This design comes from an exercise in tuning for small area, a short achievable clock period and few clock cycles on the open sky130 flow, not from production work. In this exercise RTL edits were held to simulation tests only and were not proved equivalent to the original. Power figures rest on the tool's default switching activity, not on a simulated workload.

$ cat run.sh
#!/bin/bash
# synth_recipe.tcl (not shown) runs the flow's synth.tcl, then flattens the netlist and writes it again
# the make line also repeats each setting of config.mk as NAME=value (left out here)
make -C /OpenROAD-flow-scripts/flow DESIGN_CONFIG=/design/flow/config.mk WORK_HOME=/design/flow/orfs CLKGATE_MAP_FILE= SYNTH_SCRIPT=/design/flow/synth_recipe.tcl finish
$ cat config.mk
export PLATFORM = sky130hd
export DESIGN_NAME = py8bit_core
export DESIGN_NICKNAME = py8bit_core
export VERILOG_FILES = /design/flow/design.v
export SDC_FILE = /design/flow/constraint.sdc
export NUM_CORES = 4
export LEC_CHECK = 0
export CAP_MARGIN = 20
export CORE_MARGIN = 2
export CORE_UTILIZATION = 40
export SLEW_MARGIN = 20
$ cat constraint.sdc
create_clock -name core_clock -period 8.0 [get_ports {clk}]
set_input_delay 1.6000 -clock core_clock [delete_from_list [all_inputs] [get_ports {clk}]]
set_output_delay 1.6000 -clock core_clock [all_outputs]
set_load 0.01 [all_outputs]
$ cat design.v
module py8bit_core (
    input  wire        clk,
    input  wire        rst,          
    input  wire        host_we,
    input  wire [7:0]  host_addr,
    input  wire [7:0]  host_wdata,
    output reg  [7:0]  host_rdata,   
    input  wire [2:0]  reg_sel,
    output reg  [7:0]  reg_rdata,    
    output wire [7:0]  pc,
    output wire [3:0]  flags,        
    output wire        halted
);
    localparam OP_NOP   = 4'd0;
    localparam OP_LOAD  = 4'd1;
    localparam OP_STORE = 4'd2;
    localparam OP_MOV   = 4'd3;
    localparam OP_ADD   = 4'd4;
    localparam OP_SUB   = 4'd5;
    localparam OP_AND   = 4'd6;
    localparam OP_OR    = 4'd7;
    localparam OP_XOR   = 4'd8;
    localparam OP_NOT   = 4'd9;
    localparam OP_SHL   = 4'd10;
    localparam OP_SHR   = 4'd11;
    localparam OP_JMP   = 4'd12;
    localparam OP_JZ    = 4'd13;
    localparam OP_JNZ   = 4'd14;
    localparam OP_HALT  = 4'd15;
    localparam PH_FETCH_LO = 2'd0;
    localparam PH_FETCH_HI = 2'd1;
    localparam PH_EXECUTE  = 2'd2;
    reg [7:0]  mem [0:255];
    reg [7:0]  regs [0:7];
    reg [7:0]  pc_q;
    reg [15:0] ir_q;
    reg        halted_q;
    reg [1:0]  phase_q;
    reg        flag_z, flag_c, flag_n, flag_v;
    wire [3:0] opcode = ir_q[15:12];
    wire [3:0] rd     = ir_q[11:8];
    wire [3:0] rs1    = ir_q[7:4];
    wire [3:0] rs2    = ir_q[3:0];
    wire [7:0] addr   = ir_q[7:0];
    wire [7:0] val_rs1 = rs1[3] ? 8'h00 : regs[rs1[2:0]];
    wire [7:0] val_rs2 = rs2[3] ? 8'h00 : regs[rs2[2:0]];
    wire [7:0] val_rd  = rd[3]  ? 8'h00 : regs[rd[2:0]];
    wire [7:0] pc_plus1 = pc_q + 8'd1;
    reg  [7:0] mem_raddr;
    always @(*) begin
        case (phase_q)
            PH_FETCH_LO: mem_raddr = pc_q;
            PH_FETCH_HI: mem_raddr = pc_plus1;
            default:     mem_raddr = addr;
        endcase
    end
    wire [7:0] mem_rdata = mem[mem_raddr];
    reg [7:0] alu_y;
    reg       alu_c, alu_v;
    reg [8:0] sum;
    always @(*) begin
        sum   = 9'd0;
        alu_y = val_rs1;
        alu_c = 1'b0;
        alu_v = 1'b0;
        case (opcode)
            OP_ADD: begin
                sum   = {1'b0, val_rs1} + {1'b0, val_rs2};
                alu_y = sum[7:0];
                alu_c = sum[8];
                alu_v = (val_rs1[7] == val_rs2[7]) && (sum[7] != val_rs1[7]);
            end
            OP_SUB: begin
                sum   = {1'b0, val_rs1} + {1'b0, ~val_rs2} + 9'd1;
                alu_y = sum[7:0];
                alu_c = ~sum[8];
                alu_v = (val_rs1[7] != val_rs2[7]) && (sum[7] != val_rs1[7]);
            end
            OP_AND: alu_y = val_rs1 & val_rs2;
            OP_OR:  alu_y = val_rs1 | val_rs2;
            OP_XOR: alu_y = val_rs1 ^ val_rs2;
            OP_NOT: alu_y = ~val_rs1;
            OP_SHL: begin
                alu_y = {val_rs1[6:0], 1'b0};
                alu_c = val_rs1[7];
            end
            OP_SHR: begin
                alu_y = {1'b0, val_rs1[7:1]};
                alu_c = val_rs1[0];
            end
            default: ;
        endcase
    end
    wire is_alu = (opcode >= OP_ADD) && (opcode <= OP_SHR);
    wire exec = (phase_q == PH_EXECUTE) && !halted_q && !rst;
    reg       reg_we;
    reg [7:0] reg_wdata;
    reg       mem_we;
    reg       pc_load;
    always @(*) begin
        reg_we    = 1'b0;
        reg_wdata = alu_y;
        mem_we    = 1'b0;
        pc_load   = 1'b0;
        case (opcode)
            OP_LOAD:  begin reg_we = 1'b1; reg_wdata = mem_rdata; end
            OP_STORE: mem_we = 1'b1;
            OP_MOV:   begin reg_we = 1'b1; reg_wdata = val_rs1; end
            OP_JMP:   pc_load = 1'b1;
            OP_JZ:    pc_load = flag_z;
            OP_JNZ:   pc_load = !flag_z;
            default:  if (is_alu) reg_we = 1'b1;
        endcase
    end
    always @(posedge clk) begin
        if (rst) begin
            pc_q     <= 8'h00;
            ir_q     <= 16'h0000;
            halted_q <= 1'b0;
            phase_q  <= PH_FETCH_LO;
        end else if (!halted_q) begin
            case (phase_q)
                PH_FETCH_LO: begin
                    ir_q[7:0] <= mem_rdata;
                    phase_q   <= PH_FETCH_HI;
                end
                PH_FETCH_HI: begin
                    ir_q[15:8] <= mem_rdata;
                    phase_q    <= PH_EXECUTE;
                end
                default: begin
                    phase_q <= PH_FETCH_LO;
                    if (opcode == OP_HALT)
                        halted_q <= 1'b1;
                    else if (pc_load)
                        pc_q <= addr;
                    else
                        pc_q <= pc_q + 8'd2;
                end
            endcase
        end
    end
    always @(posedge clk) begin
        if (exec) begin
            if (reg_we && !rd[3])
                regs[rd[2:0]] <= reg_wdata;
            if (is_alu) begin
                flag_z <= (alu_y == 8'h00);
                flag_c <= alu_c;
                flag_n <= alu_y[7];
                flag_v <= alu_v;
            end
        end
    end
    always @(posedge clk) begin
        if (host_we)
            mem[host_addr] <= host_wdata;
        else if (exec && mem_we)
            mem[addr] <= val_rd;
    end
    always @(posedge clk) begin
        host_rdata <= mem[host_addr];
        reg_rdata  <= regs[reg_sel];
    end
    assign pc         = pc_q;
    assign flags      = {flag_z, flag_c, flag_n, flag_v};
    assign halted     = halted_q;
endmodule
==> results.txt <==
hold wc startpoint=ir_q[14]; CP startpoint kind=flop; Hold Crit Depth=2; largest family of logic cells by synthesized area=multiplexers; crit path launch=pc_q[0]; setup total negative slack=0 ns; drt first-iter violations=11200; RePlAce Congestion=about 0.96; Worst EP required=~8.6 ns; compound-cell area share of the yosys netlist=under 10%; wirelength, routed=~370000 microns; CTS Root Cell=clkbuf_16; Arr. time, crit path=7.27 ns; Synth Warn #=1; CTS tree=yes; Pleak=~36 nW; internal reg-to-reg setup slack=approximately 1.3 ns; Post-DRT Antenna Nets=0; H-Tree Level Count=4; first-pass GRT wire length=510000 microns; Layout Utilization=between 40% and 50%; height of the die=514 microns; outcome=no timing/DRC/antenna violations; vias=about 65000; CP peak stage delay=a little over 1 ns; final setup fails=0; row cnt=between 150 and 200; DP Area=between 100000 and 150000 sq um; Yosys reg bits=about 2200; Synth Area in Simple Gates=just under 6%; vias in the first global route=approximately 62000; Area Overhead vs Synth=12.1%; crit end category=flop; number of synthesized flops with an enable pin=about 2100; I/O Pins=51; worst clock skew=0.0282 ns; share of cells above drive strength 1=29.1%; hold-fix buffers at CTS=0; proportion of synthesized area in mux cells=between 20% and 30%; Seq/Total Area, Yosys=around 62%; pins over their slew limit=0; Core ar.=about 260000 sq um; r2r endpoint=regs[2][2]; starting density of the core=between 40% and 50%; die width=between 500 and 600 microns; critical path fanouts, max=19; max-cap viol count=0; most frequent cells in the layout=2116 x edfxtp_1, 1120 x mux4_2, 595 x nand2_1; Synth Instances=just under 6000; syn avg cell area=roughly 18 sq um; latest clock arrival within the worst-skew pair=between 0.9 and 1 ns; post-DP HPWL=approximately 240000 microns; vias per cell=approximately 6.8; Wirelength per Cell=38.2 microns; iteration count of the initial detailed-routing pass=7; Netlist cell types=84; critical path cell sequence=ha_1 > and4_1 > mux2i_2 > nand2_2 > nand3_2 > buf_4 > a21oi_1 > or4_1 > a2111oi_0 > o31ai_1 > o21ai_0; clk sinks=2168; Final min period=between 6 and 7 ns; Adder-Cell Fraction of Synth Area=less than 1%; fin crit share=~84%; RSZ-0062 raised after global routing=false; GRT Total Usage=a little over a quarter; CTS Buf Count=225; Slew @ Worst Pin=1.35 ns; pwr dens=between 200 and 250 nW/um^2; Slew headroom=about a tenth; most common cell after layout, fill and taps aside=edfxtp_1; largest net degree at the start of global routing=130; xor/xnor share of the synthesized area=less than 1%; Post-Syn Area=approximately 100000 sq um; initial antenna violation count=33; WS Path Type=reg2reg; R2R depth=11; syn nets=~6000; setup bufs post-CTS=0; grt total ovfl=0; most common flop cell mapped by yosys=edfxtp_1; PortBufs=50; layout net count=6031; clk slew on worst S/H paths=approximately 0.070 ns; reg-to-reg startpoint=pc_q[0]; clk buf depth=3; Final Hold Viols=0; DR DRC count=0; Synth async-reset ratio=0%; WHS Endpoint=ir_q[14]; Die ar.=~260000 sq um; crit path max-delay cell type=a2111oi_0; worst min-delay path class=reg2reg; VDD IR max=about 0.28 mV; Gates resized, CTS repair=0; cell area after layout=roughly 120000 sq um; Fmax=around 0.15 GHz
## kinds of logic (layout without fill, tap and decap cells)
| logic type | after synthesis | count (layout) |
|---|---|---|
| flops | 2168 | 2168 |
| simple gates | 1399 | 1399 |
| mux | 1266 | 1266 |
| compound gates | 566 | 566 |
| buf+inv | 505 | 725 |
| fa+ha+maj | 31 | 31 |
| xor+xnor | 13 | 13 |
| other cells | 0 | 6 |
## how the worst max path moves through the flow
stage,endpoint,cells past startpoint
after floorplan,mem[0][0],5
after global placement,regs[4][5],12
after detailed placement,mem[255][1],8
after CTS,regs[4][1],13
after global routing,regs[2][2],11
final,regs[2][2],11
## layout make-up
type | count | area (sq um)
clock inverter | 155 | 1820
tap | 3402 | 4260
inverter | 33 | 124
sequential | 2168 | 64600
antenna | 6 | 15.0
fill | 22000 | 143000
timing repair buffer | 275 | 2840
clock buffer | 262 | 5800
multi-input combinational | 3275 | 37300
## Yosys cell counts (10+ instances only)
cell | instances | area share, %
edfxtp_1 | 2116 | 61
mux4_2 | 1120 | 24
nand2_1 | 611 | 2.2
nor2_1 | 399 | 1.4
clkbuf_1 | 201 | 0.72
nand3_1 | 166 | 0.80
a21oi_1 | 157 | 0.75
o22ai_1 | 124 | 0.75
mux2i_1 | 120 | 1.2
buf_2 | 101 | 0.49
buf_1 | 78 | 0.28
o21ai_0 | 62 | 0.30
buf_4 | 58 | 0.42
dfxtp_1 | 52 | 1.0
nand2b_1 | 38 | 0.23
nor3_1 | 35 | 0.17
inv_1 | 33 | 0.12
and3_1 | 31 | 0.19
buf_6 | 30 | 0.32
ha_1 | 29 | 0.35
a31oi_1 | 27 | 0.16
mux2_2 | 24 | 0.26
nand4_1 | 24 | 0.14
or4_1 | 23 | 0.17
a211oi_1 | 21 | 0.15
a2111oi_0 | 19 | 0.16
o221ai_1 | 18 | 0.15
o211ai_1 | 16 | 0.12
nor4_1 | 15 | 0.090
o31ai_1 | 13 | 0.094
and2_1 | 12 | 0.072
a22oi_1 | 10 | 0.072
nand3b_1 | 10 | 0.072
## sequential cells by signal (all words and copies together) (netlist names), 2 cells and up, named ones only
name	cells
phase_q	2
pc_q	8
regs	64
ir_q	16
reg_rdata	8
mem	2048
host_rdata	8
## metal layers
| layer | routed length [microns] | vias to the layer above | share of wire, % | track usage (%) |
|---|---|---|---|---|
| met1 | 136000 | 34300 | 37 | 37.7 |
| met4 | 17700 | 28 | 4.8 | 11.4 |
| met5 | 208 | - | 0.057 | 0 |
| li1 | - | 24800 | - | - |
| met3 | 48500 | 761 | 13 | 8.12 |
| met2 | 164000 | 4945 | 45 | 40.7 |
## stage by stage
stage	std cells	power, mW	worst slack (ns)	hold WS (ns)
global placement	9147	17.3	0.785	0.498
finish	9576	28.1	1.29	0.530
CTS	9570	28.1	1.65	0.527
detailed placement	9153	17.3	1.68	0.516
floorplan	5948	15.7	-2.75	0.472
global route	9573	28.8	1.34	0.565
## power breakdown
part	leakage (nW)	total, mW	switching [mW]	internal [mW]
Sequential	19.5	12.7	0.0957	12.6
Clock	3.67	11.0	4.67	6.29
Combinational	13.2	4.51	2.85	1.66
## critical path, delay by kind of cell (launching register included)
kind,cells,cell delay [ns]
flip-flops,1,0.65
AO/OA/AOI/OAI,4,2.41
buffers and inverters,1,0.41
multiplexers,1,0.39
adder cells (fa/ha/maj),1,0.31
AND/OR/NAND/NOR,4,2.17
Testbench counts, summed over its fixed seeds: cycles 168,636.

==> what the ideal ports hide <==
Ports are ideal in the flow. The routed layout listed here was re-timed in OpenROAD. Step 1 sets driving cells, clkbuf_16 on the clock port and buf_2 on the other inputs (assumed; they add their load-dependent delay and slew). Step 2 moves the port delays by t, midway between the first and last clock arrival at a register: inputs arrive t later, outputs are due t later. That takes back most of the time a late clock gives input paths. Slacks: no drivers / after step 1 / after step 2; pairs: no drivers / after step 1.
t (ns): 0.993
slack for setup (ns): 1.293 / 1.293 / 1.293
cell pins on the clock port's net: 1
After both steps this run still meets setup and hold. The setup slack of this run moves by 0.000 ns with the drivers and by 0.000 ns with both steps.
